This is an optimization exercise on Yosys and OpenROAD, whose aim is small area, a short achievable clock period and few clock cycles per item, not a production implementation.
At most, simulation tests tie the RTL to the original design; equivalence was not proved.
Power and IR drop assume default switching activity.

the previous run:
==> flow/design.v (excerpt) <==
module ssaf_chdec (
    input  wire        clk,
    input  wire        rst,         
    input  wire        cmd_valid,
    output wire        cmd_ready,
    input  wire [31:0] cmd_s,
    input  wire [31:0] cmd_d,
    input  wire        k_valid,
    output wire        k_ready,
    input  wire [5:0]  k_data,
    input  wire        d_valid,
    output wire        d_ready,
    input  wire [31:0] d_off,
    input  wire [31:0] d_len,
    input  wire        in_valid,
    output wire        in_ready,
    input  wire [31:0] in_data,
    output reg         out_valid,
    input  wire        out_ready,
    output reg  [31:0] out_data,
    output reg         out_last
);
For scale: about 3000 cells after synthesis, ~310 flip-flops, about 210 I/O pins.
Settings: LEC_CHECK=0, ABC_CLOCK_PERIOD_IN_PS=4000, CAP_MARGIN=20, CORE_MARGIN=2, CORE_UTILIZATION=40, PLACE_DENSITY=0.6, SETUP_SLACK_MARGIN=5, SLEW_MARGIN=20; clock period 10.0 ns.
standard.sh (not shown) runs the stock make flow with config.mk's settings and CLKGATE_MAP_FILE= SYNTH_SCRIPT=/design/flow/synth_recipe.tcl, a recipe that flattens the netlist after the stock synthesis.
==> flow/flow/run.sh <==
#!/bin/bash
# The standard layout (standard.sh: the standard synthesis and ORFS
# steps), with the port buffers made of buf_2 cells instead of the delay
# buffers buffer_ports picks by default. make's output goes to
# standard_make.log; each ORFS step keeps its own log under orfs/logs/.
set -euo pipefail
bash standard.sh finish "BUFFER_PORTS_ARGS=-buffer_cell sky130_fd_sc_hd__buf_2" > standard_make.log 2>&1
--- input diff the previous run..the current run ---
- ABC_CLOCK_PERIOD_IN_PS no longer set, was 4000
- ABC_AREA now 1, previously not set
- SETUP_SLACK_MARGIN no longer set, was 5
==> flow/flow/run.sh <==
#!/bin/bash
# The standard layout (standard.sh: the standard synthesis and ORFS
# steps), with the port buffers made of buf_2 cells instead of the delay
# buffers buffer_ports picks by default, and timing repair asked for 5.5 ns
# of setup slack. make's output goes to standard_make.log; each ORFS step
# keeps its own log under orfs/logs/.
set -euo pipefail
bash standard.sh finish "BUFFER_PORTS_ARGS=-buffer_cell sky130_fd_sc_hd__buf_2" \
    SETUP_SLACK_MARGIN=5.5 > standard_make.log 2>&1
### Flow results
The current run: done, clean on timing, DRC and antenna
The previous run: no failed stages, no open violations at the end
Core outline area delta (the current run − the previous run): favourable
Number of clock buffers in the layout in the current run is 1 above the previous run.
Non-clock buffer share of cell area: the current run < the previous run
Per the comparison of the current run with the previous run, synthesis-to-layout area growth has decreased, number of instances in the synthesized netlist has increased, average size of a mapped cell has decreased.
The current run reports a lower share of total power in the clock network than the previous run does.
The current run ends up with a routing usage on met1 that is 4.4 points lower than in the previous run.
The current run vs the previous run on global routing usage on met3: the current run is the higher one.
No run of this note included a check of the RTL's function; only the layout flow was run.

========
## v8
ssaf_chdec, a different RTL version from the one above (not shown whole).
For scale: ~3,300 cells after synthesis, about 310 flip-flops, ~210 I/O pins, about 0.025 sq mm of cells after synthesis.
==> flow/design.v (excerpt) <==
module ssaf_chdec (
    input  wire        clk,
    input  wire        rst,         
    input  wire        cmd_valid,
    output wire        cmd_ready,
    input  wire [31:0] cmd_s,
    input  wire [31:0] cmd_d,
    input  wire        k_valid,
    output wire        k_ready,
    input  wire [5:0]  k_data,
    input  wire        d_valid,
    output wire        d_ready,
    input  wire [31:0] d_off,
    input  wire [31:0] d_len,
    input  wire        in_valid,
    output wire        in_ready,
    input  wire [31:0] in_data,
    output reg         out_valid,
    input  wire        out_ready,
    output reg  [31:0] out_data,
    output reg         out_last
);
==> flow/config.mk <==
export PLATFORM = sky130hd
export DESIGN_NAME = ssaf_chdec
export DESIGN_NICKNAME = ssaf_chdec
export VERILOG_FILES = /design/flow/design.v
export SDC_FILE = /design/flow/constraint.sdc
export NUM_CORES = 4
export LEC_CHECK = 0
export ABC_AREA = 1
export CAP_MARGIN = 20
export CORE_MARGIN = 2
export CORE_UTILIZATION = 50
export PLACE_DENSITY = 0.65
export SLEW_MARGIN = 20
==> flow/constraint.sdc <==
create_clock -name core_clock -period 10.0 [get_ports {clk}]
set_input_delay 2.0000 -clock core_clock [delete_from_list [all_inputs] [get_ports {clk}]]
set_output_delay 2.0000 -clock core_clock [all_outputs]
set_load 0.01 [all_outputs]
==> flow/flow/run.sh <==
#!/bin/bash
# The standard layout (standard.sh: the standard synthesis and ORFS
# steps), with the port buffers made of buf_2 cells instead of the delay
# buffers buffer_ports picks by default, and timing repair asked for 5.5 ns
# of setup slack. make's output goes to standard_make.log; each ORFS step
# keeps its own log under orfs/logs/.
set -euo pipefail
bash standard.sh finish "BUFFER_PORTS_ARGS=-buffer_cell sky130_fd_sc_hd__buf_2" \
    SETUP_SLACK_MARGIN=5.5 > standard_make.log 2>&1
Testbench counts of v8, summed over its fixed seeds: cycles 100,927, items 100,391.
[inputs] v7 vs v8
Settings: a change of PLACE_DENSITY from 0.65 to 0.6; a change of CORE_UTILIZATION from 50 to 40.
Notes after the runs:
- The final layout from v7, which completed every stage, passed the timing, design-rule and antenna checks at the end of the flow.
- Going from v8 to v7, total of plain and repair buffers excluding clock buffers shrank slightly.
- A destination of the critical timing path of t_sh[3] is what v7 shows, while w0[7] belongs to v8.
- [v7] share of total power in the clock network rose 1.1 points relative to v8
- Going from v8 to v7, hold slack grows by 0.0084 ns.
- Setup slack: v7 vs v8 down 0.076 ns
- v7 vs. v8: combinational power fell by 5.7%; sequential share of layout area rose by 0.53 points.
- v7 has cell depth of the worst setup path above what v8 had.
Edits applied to the flow inputs when going from v7 to v1:
-- flow/flow/run.sh --
<<< v7, line 4
# buffers buffer_ports picks by default, and timing repair asked for 5.5 ns
>>> v1, line 4
# buffers buffer_ports picks by default, and timing repair asked for 5.75 ns
<<< v7, line 9
    SETUP_SLACK_MARGIN=5.5 > standard_make.log 2>&1
>>> v1, line 9
    SETUP_SLACK_MARGIN=5.75 > standard_make.log 2>&1
==> comparison <==
v1 went all the way through synthesis, placement and routing and the layout is clean on timing, DRC and antenna.
Summary — time the final worst path needs with I/O delays and setup, v1 relative to v7: lower, by 0.29 ns.
Relative to v7, the global-route usage of v1 is higher by 0.31 points.
In the reports for v7 and v1, the larger count of clock-buffer cells in the layout belongs to v7.
Part of the total power dissipated in the clock network ended up 1.1 points lower on v1 than on v7.
Of the two values seen for launch point of the worst path, p_f[3] was produced by v7 and p_f[4] by v1.
v1: worst hold-check slack is 0.0057 ns lower than what v7 reported.
Here is what was changed in the inputs of v23 compared with v1.
-- flow/flow/run.sh --
<<< v1, line 4
# buffers buffer_ports picks by default, and timing repair asked for 5.75 ns
>>> v23, line 4
# buffers buffer_ports picks by default, and timing repair asked for 6 ns
<<< v1, line 9
    SETUP_SLACK_MARGIN=5.75 > standard_make.log 2>&1
>>> v23, line 9
    SETUP_SLACK_MARGIN=6 > standard_make.log 2>&1
==> notes.md <==
Changes observed in v23 relative to v1: number of pins with negative max-slew slack in the final report held steady, routed wire length grew by 6100 um, met3 wire length grew by 16%, worst hold slack across all endpoints held steady. Per the final summary, v23 finished and its layout is clean on timing, DRC and antenna.

========
Another version of the RTL of ssaf_chdec (not shown whole).
Size in the first run: about 3,300 cells after synthesis, roughly 310 flip-flops, about 210 I/O pins, ~0.025 mm² of cells after synthesis.
export LEC_CHECK = 0
export ABC_AREA = 1
export CAP_MARGIN = 20
export CORE_MARGIN = 2
export CORE_UTILIZATION = 40
export PLACE_DENSITY = 0.6
export SLEW_MARGIN = 20
create_clock -name core_clock -period 10.0 [get_ports {clk}]
==> flow/flow/run.sh <==
#!/bin/bash
# The standard layout (standard.sh: the standard synthesis and ORFS
# steps), with the port buffers made of buf_2 cells instead of the delay
# buffers buffer_ports picks by default, and timing repair asked for 5.5 ns
# of setup slack. make's output goes to standard_make.log; each ORFS step
# keeps its own log under orfs/logs/.
set -euo pipefail
bash standard.sh finish "BUFFER_PORTS_ARGS=-buffer_cell sky130_fd_sc_hd__buf_2" \
    SETUP_SLACK_MARGIN=5.5 > standard_make.log 2>&1
The starting point went through all stages and came out clean.
Testbench counts at the start, summed over its fixed seeds: cycles 100,897, items 100,391.
Edit:
Settings changed: CTS_BUF_LIST from default to sky130_fd_sc_hd__clkbuf_4.
After rerunning: Wire length came out higher by 0.77%; final cell count increases by 2.4%; non-clock buffer count climbs by 4; power drops by 4.9%; hold slack is worse by 7.9 ps.

==> re-timing with driven ports <==
The flow's constraints put no driver on any port. The routed layouts listed below were extracted and timed again, unchanged, in two steps.
Step 1, drivers: a clkbuf_16 drives clk and a buf_2 each remaining input, both assumed.
Step 2, shift: input delay + t, output delay - t, t = (earliest + latest rising clock arrival at the registers) / 2. This alone moves slack from input paths to output paths.
Slacks: ideal / step 1 / step 2; pairs: ideal / step 1.
| run | shift t [ns] | setup slack, ns | hold slack, ns | worst setup path at the end | latest minus earliest clock arrival (ns) |
|---|---|---|---|---|---|
| the previous run | 0.627 | 4.288 / 4.288 / 4.288 | 0.425 / 0.425 / 0.425 | register to register | 0.026 / 0.027 |
| the current run | 0.621 | 5.281 / 5.281 / 4.828 | 0.435 / 0.435 / 0.435 | input to register | 0.021 / 0.021 |
| v8 | 0.619 | 5.669 / 5.669 / 5.106 | 0.415 / 0.415 / 0.415 | input to register | 0.019 / 0.019 |
| v7 | 0.638 | 5.593 / 5.593 / 5.256 | 0.424 / 0.424 / 0.424 | input to register | 0.019 / 0.020 |
| v1 | 0.637 | 5.878 / 5.878 / 5.320 | 0.418 / 0.418 / 0.418 | input to register | 0.026 / 0.027 |
| v23 | 0.629 | 5.741 / 5.741 / 5.557 | 0.416 / 0.416 / 0.416 | input to register | 0.032 / 0.032 |
| the first run of note 3 | 0.641 | 5.587 / 5.587 / 5.127 | 0.422 / 0.422 / 0.422 | input to register | 0.022 / 0.021 |
| the second run of note 3 | 0.902 | 5.558 / 5.558 / 4.813 | 0.414 / 0.414 / 0.414 | input to register | 0.091 / 0.091 |
After both steps every run listed still meets setup and hold. For the second run of note 3, which loses most, drivers alone change the setup slack by 0.000 ns; drivers and shift together by -0.745 ns.
